What follows belongs to an exercise in optimizing a design on an open flow for small area, a short achievable clock period and few clock cycles per item; a production flow would make more cautious choices. RTL that was checked went through simulation tests only; none was proved equivalent to the original. Power and IR drop assume default switching activity.

==> inputs of run H <==
==> flow/design.v <==
module spsws_cal (
    input  wire        clk,
    input  wire        rst,           
    input  wire        start,         
    output wire        ready,
    input  wire [31:0] f0_eff,        
    input  wire [31:0] fh_eff,        
    input  wire [31:0] fl_eff,        
    input  wire [31:0] symbol_us,     
    input  wire [31:0] ramp_us,       
    input  wire [7:0]  pwr_min,       
    input  wire [7:0]  pwr_max,       
    output reg         done,          
    output reg  [2:0]  fail_check,    
    output wire [31:0] shift_dur,
    output wire [31:0] idle,
    output wire [31:0] t1,
    output wire [31:0] t2,
    output wire [31:0] t3,
    output wire [31:0] t4,
    output wire [31:0] period,
    output wire [31:0] edge_step,
    output wire [31:0] bit_step
);
    localparam [18:0] DWELL_NUM = 19'd500000;
    localparam [1:0] S_IDLE = 2'd0,
                     S_DIV  = 2'd1,
                     S_POST = 2'd2;
    reg [1:0] state;
    wire st_idle = (state == S_IDLE);
    wire st_div  = (state == S_DIV);
    wire st_post = (state == S_POST);
    assign ready = st_idle;
    reg [18:0] o_sd;
    reg [31:0] o_t2, o_t3, o_r, o_per, o_es, o_bs;
    wire [31:0] o_t1 = o_t2 - o_r;
    wire [31:0] o_t4 = o_t3 + o_r;
    assign shift_dur = {13'd0, o_sd};
    assign idle      = o_t1;
    assign t1        = o_t1;
    assign t2        = o_t2;
    assign t3        = o_t3;
    assign t4        = o_t4;
    assign period    = o_per;
    assign edge_step = o_es;
    assign bit_step  = o_bs;
    function [2:0] dw_cycles(input [18:0] d);
        begin
            if      (d[18:15] != 4'd0) dw_cycles = 3'd1;
            else if (d[14:11] != 4'd0) dw_cycles = 3'd2;
            else if (d[10:7]  != 4'd0) dw_cycles = 3'd3;
            else if (d[6:3]   != 4'd0) dw_cycles = 3'd4;
            else                       dw_cycles = 3'd5;
        end
    endfunction
    function [18:0] dw_rem0(input [2:0] c);
        begin
            case (c)
                3'd1:    dw_rem0 = 19'd31250;
                3'd2:    dw_rem0 = 19'd1953;
                3'd3:    dw_rem0 = 19'd122;
                3'd4:    dw_rem0 = 19'd7;
                default: dw_rem0 = 19'd0;
            endcase
        end
    endfunction
    function [3:0] dw_nb(input [2:0] c);
        reg [23:0] n;
        begin
            n = {5'd0, DWELL_NUM};
            case (c)
                3'd1:    dw_nb = n[3:0];
                3'd2:    dw_nb = n[7:4];
                3'd3:    dw_nb = n[11:8];
                3'd4:    dw_nb = n[15:12];
                3'd5:    dw_nb = n[19:16];
                default: dw_nb = 4'd0;
            endcase
        end
    endfunction
    function [20:0] dw_digit(input [18:0] rem, input [1:0] nb,
                             input [18:0] d, input [20:0] d3);
        reg [20:0] x;
        reg [21:0] s1, s2, s3;
        begin
            x  = {rem, nb};
            s1 = {1'b0, x} - {3'd0, d};
            s2 = {1'b0, x} - {2'd0, d, 1'b0};
            s3 = {1'b0, x} - {1'b0, d3};
            if (!s3[21])      dw_digit = {2'd3, s3[18:0]};
            else if (!s2[21]) dw_digit = {2'd2, s2[18:0]};
            else if (!s1[21]) dw_digit = {2'd1, s1[18:0]};
            else              dw_digit = {2'd0, x[18:0]};
        end
    endfunction
    function [22:0] dw_cycle(input [18:0] rem, input [3:0] nb,
                             input [18:0] d, input [20:0] d3);
        reg [20:0] a, b;
        begin
            a = dw_digit(rem, nb[3:2], d, d3);
            b = dw_digit(a[18:0], nb[1:0], d, d3);
            dw_cycle = {a[20:19], b[20:19], b[18:0]};
        end
    endfunction
    function [9:0] rg_digit(input [7:0] rem, input [1:0] xb,
                            input [8:0] r, input [9:0] r3);
        reg [9:0]  x;
        reg [10:0] s1, s2, s3;
        begin
            x  = {rem, xb};
            s1 = {1'b0, x} - {2'd0, r};
            s2 = {1'b0, x} - {1'b0, r, 1'b0};
            s3 = {1'b0, x} - {1'b0, r3};
            if (!s3[10])      rg_digit = {2'd3, s3[7:0]};
            else if (!s2[10]) rg_digit = {2'd2, s2[7:0]};
            else if (!s1[10]) rg_digit = {2'd1, s1[7:0]};
            else              rg_digit = {2'd0, x[7:0]};
        end
    endfunction
    function [39:0] rg_cycle(input [7:0] rem, input [31:0] x,
                             input [8:0] r, input [9:0] r3);
        reg [9:0] a, b;
        begin
            a = rg_digit(rem, x[31:30], r, r3);
            b = rg_digit(a[7:0], x[29:28], r, r3);
            rg_cycle = {b[7:0], x[27:0], a[9:8], b[9:8]};
        end
    endfunction
    wire [32:0] dh_full = {1'b0, fh_eff} - {1'b0, f0_eff};
    wire [32:0] dl_full = {1'b0, f0_eff} - {1'b0, fl_eff};
    wire [20:0] dh3_in  = {fh_eff[19:0], 1'b0} + fh_eff[20:0]
                        - {f0_eff[19:0], 1'b0} - f0_eff[20:0];
    wire [20:0] dl3_in  = {f0_eff[19:0], 1'b0} + f0_eff[20:0]
                        - {fl_eff[19:0], 1'b0} - fl_eff[20:0];
    wire        dh_big_in = |dh_full[31:19];
    wire        dl_big_in = |dl_full[31:19];
    wire        ok1_in  = ~dh_full[32] & (|dh_full[31:0]) &
                          ~dl_full[32] & (|dl_full[31:0]);
    wire [2:0]  ch_in   = dh_big_in ? 3'd1 : dw_cycles(dh_full[18:0]);
    wire [2:0]  cl_in   = dl_big_in ? 3'd1 : dw_cycles(dl_full[18:0]);
    wire [18:0] dh_in   = dh_big_in ? 19'h7FFFF : dh_full[18:0];
    wire [18:0] dl_in   = dl_big_in ? 19'h7FFFF : dl_full[18:0];
    wire [20:0] dh3x_in = dh_big_in ? 21'h17FFFD : dh3_in;
    wire [20:0] dl3x_in = dl_big_in ? 21'h17FFFD : dl3_in;
    wire [8:0]  rng_in  = {pwr_max[7], pwr_max} - {pwr_min[7], pwr_min} + 9'd1;
    wire [9:0]  rng3_in = {pwr_max[7], pwr_max, 1'b0} + {pwr_max[7], pwr_max[7], pwr_max}
                        - {pwr_min[7], pwr_min, 1'b0} - {pwr_min[7], pwr_min[7], pwr_min}
                        + 10'd3;
    wire        s_small = (symbol_us[31:16] == 16'd0);
    wire        r_small = (ramp_us[31:16] == 16'd0);
    wire [31:0] en_in   = symbol_us - 32'd1000;
    reg  [18:0] dh_r, dl_r;
    reg  [20:0] dh3_r, dl3_r;
    reg         ok1_r;
    reg  [22:0] k1c_r;          
    reg  [31:0] s_r;
    reg  [31:0] r_r;
    reg         rpos_r, c5_r;
    reg  [8:0]  rng_r;
    reg  [9:0]  rng3_r;
    always @(posedge clk) begin
        if (st_idle) begin
            dh_r   <= dh_in;
            dl_r   <= dl_in;
            dh3_r  <= dh3x_in;
            dl3_r  <= dl3x_in;
            ok1_r  <= ok1_in;
            s_r    <= symbol_us;
            r_r    <= ramp_us;
            rpos_r <= |ramp_us;
            c5_r   <= (ramp_us >= {23'd0, rng_in});
            rng_r  <= rng_in;
            rng3_r <= rng3_in;
        end
    end
    reg [18:0] remh, reml;
    reg [18:0] qh, ql;
    reg [3:0]  nbh, nbl;
    reg [2:0]  ch, cl;           
    reg [31:0] xe, xb;           
    reg [7:0]  re, rb;
    reg [3:0]  ke, kb;           
    wire [22:0] sh = dw_cycle(remh, nbh, dh_r, dh3_r);
    wire [22:0] sl = dw_cycle(reml, nbl, dl_r, dl3_r);
    wire [39:0] se = rg_cycle(re, xe, rng_r, rng3_r);
    wire [34:0] k1_dv = {2'd0, s_r, 1'b0} - {1'b0, r_r, 2'd0};    
    wire [39:0] sb = rg_cycle(rb, xb, rng_r, rng3_r);
    wire [31:0] es_fin = (ke != 4'd0) ? se[31:0] : xe;
    wire [31:0] bs_fin = (kb != 4'd0) ? sb[31:0] : xb;
    always @(posedge clk) begin
        if (st_idle) begin
            remh <= dw_rem0(ch_in);
            reml <= dw_rem0(cl_in);
            nbh  <= dw_nb(ch_in);
            nbl  <= dw_nb(cl_in);
            ch   <= ch_in;
            cl   <= cl_in;
            qh   <= 19'd0;
            ql   <= 19'd0;
            xe   <= s_small ? {en_in[15:0], 16'd0} : en_in;
            ke   <= s_small ? 4'd4 : 4'd8;
            xb   <= r_small ? {ramp_us[15:0], 16'd0} : ramp_us;
            kb   <= r_small ? 4'd4 : 4'd8;
            re   <= 8'd0;
            rb   <= 8'd0;
        end else if (st_div) begin
            c4 <= (s_r >= {23'd0, rng_r} + 32'd1000);
            k1c_r <= k1_dv[34] ? 23'h7FFFFF :
                     (|k1_dv[33:22]) ? 23'h3FFFFF : k1_dv[22:0];
            if (ch != 3'd0) begin
                remh <= sh[18:0];
                qh   <= {qh[14:0], sh[22:19]};
                nbh  <= dw_nb(ch - 3'd1);
                ch   <= ch - 3'd1;
            end
            if (cl != 3'd0) begin
                reml <= sl[18:0];
                ql   <= {ql[14:0], sl[22:19]};
                nbl  <= dw_nb(cl - 3'd1);
                cl   <= cl - 3'd1;
            end
            if (ke != 4'd0) begin
                {re, xe} <= se;
                ke <= ke - 4'd1;
            end
            if (kb != 4'd0) begin
                {rb, xb} <= sb;
                kb <= kb - 4'd1;
            end
        end
    end
    wire [18:0] qh_e = qh;
    wire [18:0] ql_e = ql;
    wire [19:0] sig  = {1'b0, qh_e} + {1'b0, ql_e};
    wire        xo   = s_r[0] ^ qh_e[0];
    wire        yo   = s_r[0] ^ ql_e[0];
    wire        so   = qh_e[0] ^ ql_e[0];
    wire [21:0] u    = {2'd0, sig} + {21'd0, xo} + {21'd0, yo};
    wire signed [22:0] v = $signed({3'd0, sig}) - $signed({21'd0, so, 1'b0})
                         - $signed({22'd0, xo}) - $signed({22'd0, yo});
        wire [33:0] a2 = {1'b0, s_r, 1'b0} - {12'd0, u};
    wire [33:0] a3 = {1'b0, s_r, 1'b0} + {{11{v[22]}}, v};
    wire signed [24:0] k1cs = {{2{k1c_r[22]}}, k1c_r};
    wire signed [24:0] c_t1 = k1cs - 25'sd4 - $signed({6'd0, qh_e}) - $signed({6'd0, ql_e})
                            - $signed({24'd0, xo}) - $signed({24'd0, yo});
    wire signed [24:0] c_t4 = $signed({6'd0, qh_e}) + $signed({6'd0, ql_e})
                            - $signed({23'd0, so, 1'b0}) - $signed({24'd0, xo})
                            - $signed({24'd0, yo}) - k1cs;
    reg  c4;
    wire chk2 = ~c_t1[24] & c_t4[24] & rpos_r & (|sig[19:1]);
    wire pass = chk2 & c4 & c5_r;
    wire dw_last = (ch <= 3'd1) && (cl <= 3'd1);
    wire rg_last = (ke <= 4'd2) && (kb <= 4'd2);
    always @(posedge clk) begin
        if (rst) begin
            state      <= S_IDLE;
            done       <= 1'b0;
            fail_check <= 3'd0;
            o_sd       <= 19'd0;
            o_t2       <= 32'd0;
            o_t3       <= 32'd0;
            o_r        <= 32'd0;
            o_per      <= 32'd0;
            o_es       <= 32'd0;
            o_bs       <= 32'd0;
        end else begin
            done <= 1'b0;
            case (state)
                S_IDLE: begin
                    if (start) state <= S_DIV;
                end
                S_DIV: begin
                    if (!ok1_r) begin
                        fail_check <= 3'd1;
                        done       <= 1'b1;
                        state      <= S_IDLE;
                    end else if (dw_last && rg_last) begin
                        state <= S_POST;
                    end
                end
                S_POST: begin
                    if (!chk2)       fail_check <= 3'd2;
                    else if (!c4)    fail_check <= 3'd4;
                    else if (!c5_r)  fail_check <= 3'd5;
                    else             fail_check <= 3'd0;
                    if (pass) begin
                        o_sd  <= sig[19:1];
                        o_t2  <= a2[33:2];
                        o_t3  <= a3[33:2];
                        o_r   <= r_r;
                        o_per <= s_r;
                        o_es  <= es_fin;
                        o_bs  <= bs_fin;
                    end
                    done  <= 1'b1;
                    state <= S_IDLE;
                end
                default: state <= S_IDLE;
            endcase
        end
    end
endmodule
==> flow/run.sh <==
#!/bin/bash
# synth_recipe.tcl (not shown) runs the flow's synth.tcl, then flattens the netlist and writes it again
# the make line also repeats each setting of config.mk as NAME=value (left out here)
make -C /OpenROAD-flow-scripts/flow DESIGN_CONFIG=/design/flow/config.mk WORK_HOME=/design/flow/orfs CLKGATE_MAP_FILE= SYNTH_SCRIPT=/design/flow/synth_recipe.tcl finish
==> flow/config.mk <==
export PLATFORM = sky130hd
export DESIGN_NAME = spsws_cal
export DESIGN_NICKNAME = spsws_cal
export VERILOG_FILES = /design/flow/design.v
export SDC_FILE = /design/flow/constraint.sdc
export NUM_CORES = 4
export LEC_CHECK = 0
export CAP_MARGIN = 20
export CORE_MARGIN = 2
export CORE_UTILIZATION = 40
export SETUP_SLACK_MARGIN = 3.5
export SLEW_MARGIN = 20
==> flow/constraint.sdc <==
create_clock -name core_clock -period 10.0 [get_ports {clk}]
set_input_delay 2.0000 -clock core_clock [delete_from_list [all_inputs] [get_ports {clk}]]
set_output_delay 2.0000 -clock core_clock [all_outputs]
set_load 0.01 [all_outputs]
==> inputs of run M, as changes to run H <==
Settings changed: SETUP_SLACK_MARGIN 3.5 to 3.
==> inputs of run F, as changes to run H <==
--- a/flow/design.v
+++ b/flow/design.v
@@ -33,7 +33,5 @@
     assign ready = st_idle;
     reg [18:0] o_sd;
-    reg [31:0] o_t2, o_t3, o_r, o_per, o_es, o_bs;
-    wire [31:0] o_t1 = o_t2 - o_r;
-    wire [31:0] o_t4 = o_t3 + o_r;
+    reg [31:0] o_t1, o_t2, o_t3, o_t4, o_per, o_es, o_bs;
     assign shift_dur = {13'd0, o_sd};
     assign idle      = o_t1;
@@ -143,4 +141,5 @@
     wire [20:0] dh3x_in = dh_big_in ? 21'h17FFFD : dh3_in;
     wire [20:0] dl3x_in = dl_big_in ? 21'h17FFFD : dl3_in;
+    wire [34:0] k1_in   = {2'd0, symbol_us, 1'b0} - {1'b0, ramp_us, 2'd0};
     wire [8:0]  rng_in  = {pwr_max[7], pwr_max} - {pwr_min[7], pwr_min} + 9'd1;
     wire [9:0]  rng3_in = {pwr_max[7], pwr_max, 1'b0} + {pwr_max[7], pwr_max[7], pwr_max}
@@ -155,5 +154,6 @@
     reg  [22:0] k1c_r;          
     reg  [31:0] s_r;
-    reg  [31:0] r_r;
+    reg  [34:0] k1_r;           
+    reg  [33:0] k4_r;           
     reg         rpos_r, c5_r;
     reg  [8:0]  rng_r;
@@ -167,5 +167,6 @@
             ok1_r  <= ok1_in;
             s_r    <= symbol_us;
-            r_r    <= ramp_us;
+            k1_r   <= k1_in;
+            k4_r   <= {1'b0, symbol_us, 1'b0} + {ramp_us, 2'd0};
             rpos_r <= |ramp_us;
             c5_r   <= (ramp_us >= {23'd0, rng_in});
@@ -184,5 +185,4 @@
     wire [22:0] sl = dw_cycle(reml, nbl, dl_r, dl3_r);
     wire [39:0] se = rg_cycle(re, xe, rng_r, rng3_r);
-    wire [34:0] k1_dv = {2'd0, s_r, 1'b0} - {1'b0, r_r, 2'd0};    
     wire [39:0] sb = rg_cycle(rb, xb, rng_r, rng3_r);
     wire [31:0] es_fin = (ke != 4'd0) ? se[31:0] : xe;
@@ -206,6 +206,6 @@
         end else if (st_div) begin
             c4 <= (s_r >= {23'd0, rng_r} + 32'd1000);
-            k1c_r <= k1_dv[34] ? 23'h7FFFFF :
-                     (|k1_dv[33:22]) ? 23'h3FFFFF : k1_dv[22:0];
+            k1c_r <= k1_r[34] ? 23'h7FFFFF :
+                     (|k1_r[33:22]) ? 23'h3FFFFF : k1_r[22:0];
             if (ch != 3'd0) begin
                 remh <= sh[18:0];
@@ -239,6 +239,8 @@
     wire signed [22:0] v = $signed({3'd0, sig}) - $signed({21'd0, so, 1'b0})
                          - $signed({22'd0, xo}) - $signed({22'd0, yo});
-        wire [33:0] a2 = {1'b0, s_r, 1'b0} - {12'd0, u};
+        wire [33:0] a1 = k1_r[33:0] - {12'd0, u};
+    wire [33:0] a2 = {1'b0, s_r, 1'b0} - {12'd0, u};
     wire [33:0] a3 = {1'b0, s_r, 1'b0} + {{11{v[22]}}, v};
+    wire [33:0] a4 = k4_r + {{11{v[22]}}, v};
     wire signed [24:0] k1cs = {{2{k1c_r[22]}}, k1c_r};
     wire signed [24:0] c_t1 = k1cs - 25'sd4 - $signed({6'd0, qh_e}) - $signed({6'd0, ql_e})
@@ -258,7 +260,8 @@
             fail_check <= 3'd0;
             o_sd       <= 19'd0;
+            o_t1       <= 32'd0;
             o_t2       <= 32'd0;
             o_t3       <= 32'd0;
-            o_r        <= 32'd0;
+            o_t4       <= 32'd0;
             o_per      <= 32'd0;
             o_es       <= 32'd0;
@@ -286,7 +289,8 @@
                     if (pass) begin
                         o_sd  <= sig[19:1];
+                        o_t1  <= a1[33:2];
                         o_t2  <= a2[33:2];
                         o_t3  <= a3[33:2];
-                        o_r   <= r_r;
+                        o_t4  <= a4[33:2];
                         o_per <= s_r;
                         o_es  <= es_fin;
Settings changed: SETUP_SLACK_MARGIN 3.5 to 2.
==> summary.txt <==
| metric | run H | run F | run M |
|---|---|---|---|
| Count of distinct cell types in the synthesized netlist | 102 | 100 | 102 |
| Sinks on Clock Net | 582 | 646 | 582 |
| Cell count after synthesis | 7,195 | 7,703 | 7,195 |
| Worst vdd ir | 0.000123 V | 0.000142 V | 0.000156 V |
| Multiplexer share of the synthesized area | 0.0412 | 0.0194 | 0.0412 |
| Arithmetic-cell share of the synthesized area counting full adders, half adders and majority gates | 0.220 | 0.210 | 0.220 |
| Met3 WL | 13.8 mm | 15.2 mm | 13.7 mm |
| Antenna violations before repair | 12 | 27 | 14 |
| Net Sw Power | 0.00794 W | 0.00755 W | 0.00771 W |
| Pin count of the biggest net entering global routing | 97 | 172 | 92 |
| Reg2reg setup slack | 3590 ps | 2370 ps | 3250 ps |
| Outcome | no timing/DRC/antenna violations | failed layout checks | no timing/DRC/antenna violations |
| Reasons for failing layout checks | - | capacitance limit, slew limit | - |
| Num tapcells | 2,030 | 2,086 | 2,030 |
| Library cell contributing the largest single delay on the critical path | or4_1 | o21ai_0 | or2_2 |
| Part of the total power dissipated in the clock network | 0.154 | 0.193 | 0.158 |
| Design Power | 0.0174 W | 0.0165 W | 0.0168 W |
| Placed instance area | 67,500 sq um | 70,800 sq um | 67,500 sq um |
| Global placer's final weighted congestion | 0.945 | 0.956 | 0.940 |
| Compound-cell area share of the yosys netlist | 0.209 | 0.218 | 0.209 |
Testbench counts of run H, summed over its fixed seeds: cycles 11,982, items 2,400.
Testbench counts of run M, summed over its fixed seeds: cycles 11,982, items 2,400.
The RTL of run F was laid out without a check of its function.

## what the ideal ports hide
The results above use ideal ports. As a check the final layouts listed here were re-extracted and re-timed, cells and wires unchanged. Step 1 sets driving cells, clkbuf_16 on the clock port and buf_2 on the other inputs (assumed; they add their load-dependent delay and slew). Step 2 times the ports against the registers' clock, not the clock port: input delays grow and output delays shrink by t, the midpoint of the rising clock arrivals with the driver on. Three values: no drivers, after step 1, after step 2; two values: the first two.
run | t, ns | slack for setup (ns) | worst setup path after step 2 | worst register clock-pin slew, ns | cell pins on the clock port's net
run H | 0.734 | 3.594 / 3.594 / 3.010 | input to register | 0.07 / 0.07 | 1
run M | 0.766 | 3.254 / 3.181 / 2.581 | input to register | 0.07 / 0.07 | 1
run F | 0.783 | 2.369 / 2.369 / 2.052 | input to register | 0.07 / 0.07 | 1
The setup slack of run M, which loses most, moves by -0.073 ns with the drivers and by -0.673 ns with both steps.
